This is an optimization exercise on Yosys and OpenROAD, whose aim is small area, a short achievable clock period and few clock cycles per item, not a production implementation.
At most, simulation tests tie the RTL to the original design; equivalence was not proved.
Power and IR drop assume default switching activity.

==> flow/design.v (excerpt) <==
module irdec (
    input  wire        clk,
    input  wire        rst,
    input  wire        req_valid,
    output wire        req_ready,
    input  wire [2:0]  req_op,
    input  wire [31:0] req_now,
    output reg         rsp_valid,
    output reg  [51:0] rsp
);
clock: 11.0 ns
lec_check: 0
cap_margin: 20
core_margin: 2
core_utilization: 40
place_density: 0.6
slew_margin: 20
standard.sh (not shown) runs the stock make flow with config.mk's settings and CLKGATE_MAP_FILE= SYNTH_SCRIPT=/design/flow/synth_recipe.tcl, a recipe that flattens the netlist after the stock synthesis.
==> flow/flow/run.sh <==
#!/bin/bash
# Own layout flow: the standard flow (standard.sh, unchanged synthesis),
# with plain buffers on the ports instead of delay buffers, and timing repair
# aiming for extra setup slack. Each make run logs to its own file here.
set -euo pipefail
bash standard.sh \
  "BUFFER_PORTS_ARGS=-buffer_cell sky130_fd_sc_hd__buf_2" \
  "SETUP_SLACK_MARGIN=${OWN_SETUP_MARGIN:-7}" \
  finish > standard_finish.log 2>&1
The first run finished with timing, DRC and antenna clean.
==> next run, changes <==
==> flow/run.sh (new file) <==
#!/bin/bash
# synth_recipe.tcl (not shown) runs the flow's synth.tcl, then flattens the netlist and writes it again
# the make line also repeats each setting of config.mk as NAME=value (left out here)
make -C /OpenROAD-flow-scripts/flow DESIGN_CONFIG=/design/flow/config.mk WORK_HOME=/design/flow/orfs CLKGATE_MAP_FILE= SYNTH_SCRIPT=/design/flow/synth_recipe.tcl finish
removed: flow/flow/run.sh
removed: flow/standard.sh
Hold slack loses 0.048 ns.
Routed wire length falls by 3.1%.
Power shrinks by 6.4%.
Clock skew is higher by 0.0075 ns.
Critical path depth is lower by 1.
Setup slack degrades by 0.90 ns.
Global-route usage goes down by 0.61 points.
Final area went down by 5.3%.
No functional check of the RTL was part of any run of this note.

## the previous run
irdec, a different RTL version from the one above (not shown whole).
For scale: roughly 2100 cells after synthesis.
==> flow/design.v (excerpt) <==
module irdec (
    input  wire        clk,
    input  wire        rst,
    input  wire        req_valid,
    output wire        req_ready,
    input  wire [2:0]  req_op,
    input  wire [31:0] req_now,
    output reg         rsp_valid,
    output wire [51:0] rsp
);
Settings: LEC_CHECK=0, CAP_MARGIN=20, CORE_MARGIN=2, CORE_UTILIZATION=60, CTS_BUF_LIST=sky130_fd_sc_hd__clkbuf_4, CTS_CLUSTER_SIZE=20, PLACE_DENSITY=0.75, SLEW_MARGIN=20; clock period 11.0 ns.
==> flow/flow/run.sh <==
#!/bin/bash
# Own layout flow: the standard flow (standard.sh, unchanged synthesis),
# with plain buffers on the ports instead of delay buffers, and timing repair
# aiming for extra setup slack. Each make run logs to its own file here.
set -euo pipefail
bash standard.sh \
  "BUFFER_PORTS_ARGS=-buffer_cell sky130_fd_sc_hd__buf_2" \
  "SETUP_SLACK_MARGIN=${OWN_SETUP_MARGIN:-7}" \
  finish > standard_finish.log 2>&1
The inputs of the current run differ from those of the previous run as listed below.
- a change of CTS_CLUSTER_SIZE from 20 to 30
- a change of PLACE_DENSITY from 0.75 to 0.6
- a change of CTS_BUF_LIST from sky130_fd_sc_hd__clkbuf_4 to sky130_fd_sc_hd__clkbuf_8
- a change of CORE_UTILIZATION from 60 to 40
[summary]
Status: met1 wire length parity (the previous run, the current run). The lower part of the total power dissipated in combinational logic of the current run and the previous run is in the previous run. Compared with the previous run, number of nets in the finished design in the current run decreased slightly.
No run of this note included a check of the RTL's function; only the layout flow was run.

irdec, a different RTL version from the one above (not shown whole).
Size: about 310 flip-flops, about 92 I/O pins, roughly 19000 sq um of cells after synthesis.
clock: 11.0 ns
lec_check: 0
cap_margin: 20
core_margin: 2
core_utilization: 40
place_density: 0.6
slew_margin: 20
run.sh (not shown) runs the stock make flow with config.mk's settings and CLKGATE_MAP_FILE= SYNTH_SCRIPT=/design/flow/synth_recipe.tcl, a recipe that flattens the netlist after the stock synthesis.
Stock flow here: none of the scripts above is used.
Testbench counts at the start, summed over its fixed seeds: cycles 24,279, items 24,255.
Edit:
ABC_CLOCK_PERIOD_IN_PS = 2500   (was unset)
- worst hold slack stays the same
- utilization stays the same
- setup slack stays the same

The RTL this note starts from:
==> flow/design.v <==
module irdec (
    input  wire        clk,
    input  wire        rst,
    input  wire        req_valid,
    output wire        req_ready,
    input  wire [2:0]  req_op,
    input  wire [31:0] req_now,
    output reg         rsp_valid,
    output wire [51:0] rsp
);
    localparam [2:0] OP_EDGE  = 3'b001;
    localparam [2:0] OP_AVAIL = 3'b011;
    localparam [2:0] OP_RECV  = 3'b100;
    localparam [2:0] OP_READ  = 3'b101;
    localparam [2:0] OP_RESET = 3'b111;
    assign req_ready = 1'b1;
    reg [31:0] last_edge;
    reg [31:0] last_event;
    reg [1:0]  tag;         
    reg        pending;
    reg [5:0]  nec_c;
    reg [23:0] nec_data;    
    reg        nec_ok;      
    reg [5:0]  pan_c;
    reg [47:0] pan_data;    
    reg        pan_ok;      
    reg        hact;
    reg        hge2;
    reg [7:0]  hp;
    reg [15:0] hprev;
    reg [31:0] hash;
    reg        v1, e1;
    reg [2:0]  op1;
    reg [31:0] now1;
    reg [15:0] d1;         
    reg        to1, nl1, nh1, ng1, pl1, pg1, win1;
    wire is_avail = v1 && (op1 == OP_AVAIL);
    wire is_recv  = v1 && (op1 == OP_RECV);
    wire is_read  = v1 && (op1 == OP_READ);
    wire is_reset = v1 && (op1 == OP_RESET);
    wire tp_op    = v1 && (op1 != 3'd0) && (op1 != 3'd6) && (op1 != 3'd7);
    wire hto     = hge2 && to1;
    wire tp_fire = tp_op && !pending && hto;
    wire pend1   = pending || tp_fire;
    wire edge_go = e1 && !pending && !hto;
    wire clear_all = rst || is_reset;
    wire [31:0] le_next = is_reset ? 32'd0 : edge_go ? now1 : last_edge;
    wire [31:0] lv_next = is_reset ? 32'd0 : last_event;
    wire [16:0] lo_diff = {1'b0, req_now[15:0]} - {1'b0, le_next[15:0]};
    wire        lo_brw  = lo_diff[16];
    wire [15:0] el      = lo_diff[15:0];
    wire [15:0] xh      = req_now[31:16];
    wire [15:0] yh      = ~le_next[31:16];
    wire        hi_eq0  = ((xh ^ yh) == 16'hFFFF);
    wire        hi_eq1  = ((xh ^ yh) == {xh[14:0] | yh[14:0], 1'b0});
    wire        sat     = lo_brw ? !hi_eq1 : !hi_eq0;
    wire [18:0] lw_diff = {1'b0, req_now[17:0]} - {1'b0, lv_next[17:0]};
    wire [13:0] xw      = req_now[31:18];
    wire [13:0] yw      = ~lv_next[31:18];
    wire        w_eq0   = ((xw ^ yw) == 14'h3FFF);
    wire        w_eq1   = ((xw ^ yw) == {xw[12:0] | yw[12:0], 1'b0});
    wire        in_win  = (lw_diff[18] ? w_eq1 : w_eq0) && (lw_diff[17:0] < 18'd162000);
    always @(posedge clk) begin
        v1   <= req_valid && !rst;
        e1   <= req_valid && !rst && (req_op == OP_EDGE);
        op1  <= req_op;
        now1 <= req_now;
        d1   <= el | {16{sat}};
        to1  <= sat || (el >= 16'd27000);
        nl1  <= sat || (el >= 16'd12375);
        nh1  <= sat || (el >= 16'd6750);
        ng1  <= sat || (el >= 16'd1687);
        pl1  <= sat || (el >= 16'd3456);
        pg1  <= sat || (el >= 16'd1296);
        win1 <= in_win;
    end
    wire nec_bit  = ng1;
    wire nec_cmp  = nec_bit ^ nec_data[16];        
    wire nec_hi   = (nec_c >= 6'd26);              
    reg  [5:0]  nec_c_n;
    reg         nec_claim;
    reg         nec_hold;                           
    always @* begin
        nec_c_n   = nec_c;
        nec_claim = 1'b0;
        nec_hold  = 1'b0;
        if (to1) begin
            nec_c_n = (nec_c == 6'd0) ? 6'd1 : 6'd0;
        end else if (nec_c == 6'd0) begin
        end else if (nec_c == 6'd1) begin
            if (!nh1) begin
                nec_c_n = 6'd0;
            end else if (!nl1) begin
                nec_c_n   = 6'd0;
                nec_claim = win1;
                nec_hold  = win1;
            end else begin
                nec_c_n = 6'd2;
            end
        end else begin
            if (nec_c != 6'd33) begin
                nec_c_n = nec_c + 6'd1;
            end else begin
                nec_c_n   = 6'd0;
                nec_claim = nec_ok && nec_cmp;
            end
        end
    end
    wire        pan_bit   = pg1;
    wire [47:0] pan_shift = {pan_bit, pan_data[47:1]};
    wire        pan_cmp   = !(pan_bit ^ pan_data[24] ^ pan_data[32] ^ pan_data[40]);
    reg  [5:0]  pan_c_n;
    reg         pan_claim;
    always @* begin
        pan_c_n   = pan_c;
        pan_claim = 1'b0;
        if (to1) begin
            pan_c_n = (pan_c == 6'd0) ? 6'd1 : 6'd0;
        end else if (pan_c == 6'd0) begin
        end else if (pan_c == 6'd1) begin
            pan_c_n = pl1 ? 6'd2 : 6'd0;
        end else begin
            if (pan_c != 6'd49) begin
                pan_c_n = pan_c + 6'd1;
            end else begin
                pan_c_n   = 6'd0;
                pan_claim = pan_ok && pan_cmp;
            end
        end
    end
    wire [17:0] new3  = {2'b00, d1} + {1'b0, d1, 1'b0};
    wire [17:0] prev2 = {1'b0, hprev, 1'b0};
    wire [17:0] prev4 = {hprev, 2'b00};
    wire [1:0]  code  = (new3 <= prev2) ? 2'd0 : (new3 >= prev4) ? 2'd2 : 2'd1;
    wire nec_go   = edge_go;
    wire pan_go   = edge_go && !nec_claim;
    wire hash_go  = pan_go && !pan_claim;
    wire s_claim  = nec_go && nec_claim || pan_go && pan_claim;
    wire h_init   = hash_go && to1 && !hact;
    wire h_pulse  = hash_go && !to1 && hact;        
    wire h_fold   = hash_go && !to1 && hge2;
    wire h_claim  = hash_go && (to1 ? hge2 : (hge2 && hp == 8'd253));
    wire read_go  = is_read && pend1;
    wire [1:0] tag1 = tp_fire ? 2'd3 : tag;
    wire h_clear  = read_go && (tag1 == 2'd3) || s_claim;
    wire receiving = !pending && !to1 && ((nec_c != 6'd0) || (pan_c != 6'd0) || hact);
    always @(posedge clk) begin
        if (clear_all) begin
            tag        <= 2'd0;
            pending    <= 1'b0;
            nec_c      <= 6'd0;
            pan_c      <= 6'd0;
            hact       <= 1'b0;
            hge2       <= 1'b0;
        end else begin
            if (tp_fire || h_claim)
                tag <= 2'd3;
            else if (nec_go && nec_claim)
                tag <= 2'd1;
            else if (pan_go && pan_claim)
                tag <= 2'd2;
            if (read_go)
                pending <= 1'b0;
            else if (tp_fire || s_claim || h_claim)
                pending <= 1'b1;
            if (nec_go)
                nec_c <= nec_c_n;
            if (pan_go)
                pan_c <= pan_c_n;
            if (h_clear) begin
                hact <= 1'b0;
                hge2 <= 1'b0;
            end else if (h_init) begin
                hact <= 1'b1;
            end else if (h_pulse) begin
                hge2 <= 1'b1;
            end
        end
    end
    always @(posedge clk) begin
        if (rst) begin
            last_edge  <= 32'd0;
            last_event <= 32'd0;
        end else begin
            last_edge  <= le_next;
            last_event <= s_claim ? now1 : lv_next;
        end
    end
    always @(posedge clk) begin
        if (nec_go && nec_hold) begin
            nec_data <= 24'h00FFFF;
        end else if (nec_go) begin
            if (nec_hi) begin
                nec_data[23:16] <= {nec_data[16], nec_data[23:17]};
                nec_ok          <= nec_ok && nec_cmp;
            end else begin
                nec_data <= {nec_bit, nec_data[23:1]};
                nec_ok   <= 1'b1;
            end
        end
        if (pan_go) begin
            pan_data <= pan_shift;
            pan_ok   <= (pan_c < 6'd42) || (pan_ok && pan_cmp);
        end
        if (h_init)
            hp <= 8'd0;
        else if (h_pulse)
            hp <= hp + 8'd1;
        if (h_pulse)
            hprev <= d1;
    end
    reg       hi2, hf2;
    reg [1:0] code2;
    always @(posedge clk) begin
        hi2   <= h_init && !clear_all;
        hf2   <= h_fold && !clear_all;
        code2 <= code;
    end
    wire [31:0] t0 = hash;
    wire [31:0] t1 = {hash[30:0], 1'b0};
    wire [31:0] t2 = {hash[27:0], 4'b0};
    wire [31:0] t3 = {hash[24:0], 7'b0};
    wire [31:0] t4 = {hash[23:0], 8'b0};
    wire [31:0] t5 = {hash[7:0], 24'b0};
    wire [31:0] s1 = t0 ^ t1 ^ t2;
    wire [31:0] c1 = {((t0 & t1) | (t0 & t2) | (t1 & t2)), 1'b0};
    wire [31:0] s2 = t3 ^ t4 ^ t5;
    wire [31:0] c2 = {((t3 & t4) | (t3 & t5) | (t4 & t5)), 1'b0};
    wire [31:0] s3 = s1 ^ c1 ^ s2;
    wire [31:0] c3 = {((s1 & c1) | (s1 & s2) | (c1 & s2)), 1'b0};
    wire [31:0] s4 = s3 ^ c3 ^ c2;
    wire [31:0] c4 = {((s3 & c3) | (s3 & c2) | (c3 & c2)), 1'b0};
    wire [31:0] hmul = s4 + c4;
    always @(posedge clk) begin
        if (hi2)
            hash <= 32'h811C9DC5;
        else if (hf2)
            hash <= {hmul[31:2], hmul[1:0] ^ code2};
    end
    reg r_nec, r_pan, r_hash, r_flag;
    always @(posedge clk) begin
        if (rst) begin
            rsp_valid <= 1'b0;
            r_nec     <= 1'b0;
            r_pan     <= 1'b0;
            r_hash    <= 1'b0;
            r_flag    <= 1'b0;
        end else begin
            rsp_valid <= v1;
            r_nec     <= read_go && (tag1 == 2'd1);
            r_pan     <= read_go && (tag1 == 2'd2);
            r_hash    <= read_go && (tag1 == 2'd3);
            r_flag    <= is_avail && pend1 || is_recv && receiving;
        end
    end
    wire [15:0] r_addr = ({16{r_nec}}  & nec_data[15:0]) |
                         ({16{r_pan}}  & pan_data[15:0]) |
                         ({16{r_hash}} & {8'd0, hp});
    wire [31:0] r_cmd  = ({32{r_nec}}  & {24'd0, nec_data[23:16]}) |
                         ({32{r_pan}}  & pan_data[47:16]) |
                         ({32{r_hash}} & hash);
    assign rsp = {r_nec | r_pan | r_hash, r_pan | r_hash, r_nec | r_hash, r_flag, r_addr, r_cmd};
endmodule
clock: 11.0 ns
lec_check: 0
cap_margin: 20
core_margin: 2
core_utilization: 40
cts_buf_list: sky130_fd_sc_hd__clkbuf_8
cts_cluster_diameter: 50
cts_cluster_size: 20
place_density: 0.6
slew_margin: 20
standard.sh (not shown) runs the stock make flow with config.mk's settings and CLKGATE_MAP_FILE= SYNTH_SCRIPT=/design/flow/synth_recipe.tcl, a recipe that flattens the netlist after the stock synthesis.
==> flow/flow/run.sh <==
#!/bin/bash
# Own layout flow: the standard flow (standard.sh, unchanged synthesis),
# with plain buffers on the ports instead of delay buffers, timing repair
# aiming for extra setup slack and free to change a cell's footprint when
# resizing it. The make run logs to its own file here.
set -euo pipefail
bash standard.sh \
  "BUFFER_PORTS_ARGS=-buffer_cell sky130_fd_sc_hd__buf_2" \
  "SETUP_SLACK_MARGIN=${OWN_SETUP_MARGIN:-7}" \
  "MATCH_CELL_FOOTPRINT=0" \
  "ADDER_MAP_FILE=" \
  finish > standard_finish.log 2>&1
The first run finished with timing, DRC and antenna clean.
Testbench counts at the start, summed over its fixed seeds: cycles 24,271, items 24,255.
Next try:
--- a/flow/flow/run.sh
+++ b/flow/flow/run.sh
@@ -8,2 +8,2 @@
-  "BUFFER_PORTS_ARGS=-buffer_cell sky130_fd_sc_hd__buf_2" \
-  "SETUP_SLACK_MARGIN=${OWN_SETUP_MARGIN:-7}" \
+  "BUFFER_PORTS_ARGS=-buffer_cell sky130_fd_sc_hd__buf_1" \
+  "SETUP_SLACK_MARGIN=${OWN_SETUP_MARGIN:-6.6}" \
@@ -11 +10,0 @@
-  "ADDER_MAP_FILE=" \
- final cell count fell by 29%
- combinational power fell by 74%
- maximum frequency barely changes
- non-clock buffer count fell by 91
- cell area fell by 22%
- routed wire length fell by 38%
- global-route usage fell by 4.0 points
- power fell by 37%
Next try:
--- a/flow/flow/run.sh
+++ b/flow/flow/run.sh
@@ -9 +9 @@
-  "SETUP_SLACK_MARGIN=${OWN_SETUP_MARGIN:-6.6}" \
+  "SETUP_SLACK_MARGIN=${OWN_SETUP_MARGIN:-7}" \
Settings changed: CORE_UTILIZATION 40 to 65, PLACE_DENSITY 0.6 to 0.8, TNS_END_PERCENT from default to 5.
After rerunning:
- sequential share of layout area climbs by 0.53 points
- total power drops by 3.0%
- via count climbs by 4.1%
- final cell count drops by 9.5%

[what the ideal ports hide]
The flow's constraints put no driver on any port. The routed layouts listed below were extracted and timed again, unchanged, in two steps. Step 1, drivers: a clkbuf_16 drives clk and a buf_2 each remaining input, both assumed. Step 2, shift: input delay + t, output delay - t, t = (earliest + latest rising clock arrival at the registers) / 2. This alone moves slack from input paths to output paths. Slacks: no drivers / after step 1 / after step 2; pairs: no drivers / after step 1.
| run | t (ns) | setup WS [ns] | worst register clock-pin slew, ns | worst slew at a driven data input, ns | pins driven straight from the clock port |
|---|---|---|---|---|---|
| the first run of note 1 | 0.610 | 6.686 / 6.686 / 6.686 | 0.06 / 0.06 | 0.03 | 1 |
| the second run of note 1 | 0.615 | 5.781 / 5.781 / 5.781 | 0.06 / 0.06 | 0.03 | 1 |
| the previous run | 0.779 | 6.728 / 6.728 / 6.728 | 0.08 / 0.08 | 0.04 | 1 |
| the current run | 0.663 | 6.720 / 6.720 / 6.720 | 0.07 / 0.07 | 0.06 | 1 |
| the first run of note 3 | 0.615 | 5.265 / 5.265 / 5.265 | 0.06 / 0.06 | 0.04 | 1 |
| the second run of note 3 | 0.615 | 5.265 / 5.265 / 5.265 | 0.06 / 0.06 | 0.04 | 1 |
| the first run of note 4 | 0.655 | 6.594 / 6.600 / 5.945 | 0.09 / 0.09 | 0.08 | 1 |
| the second run of note 4 | 0.667 | 6.600 / 6.611 / 5.943 | 0.09 / 0.09 | 0.07 | 1 |
| the third run of note 4 | 0.655 | 6.641 / 6.658 / 6.003 | 0.11 / 0.11 | 0.06 | 1 |
After both steps setup and hold are still met in every run listed. The setup slack of the second run of note 4, which loses most, moves by +0.011 ns with the drivers and by -0.657 ns with both steps.
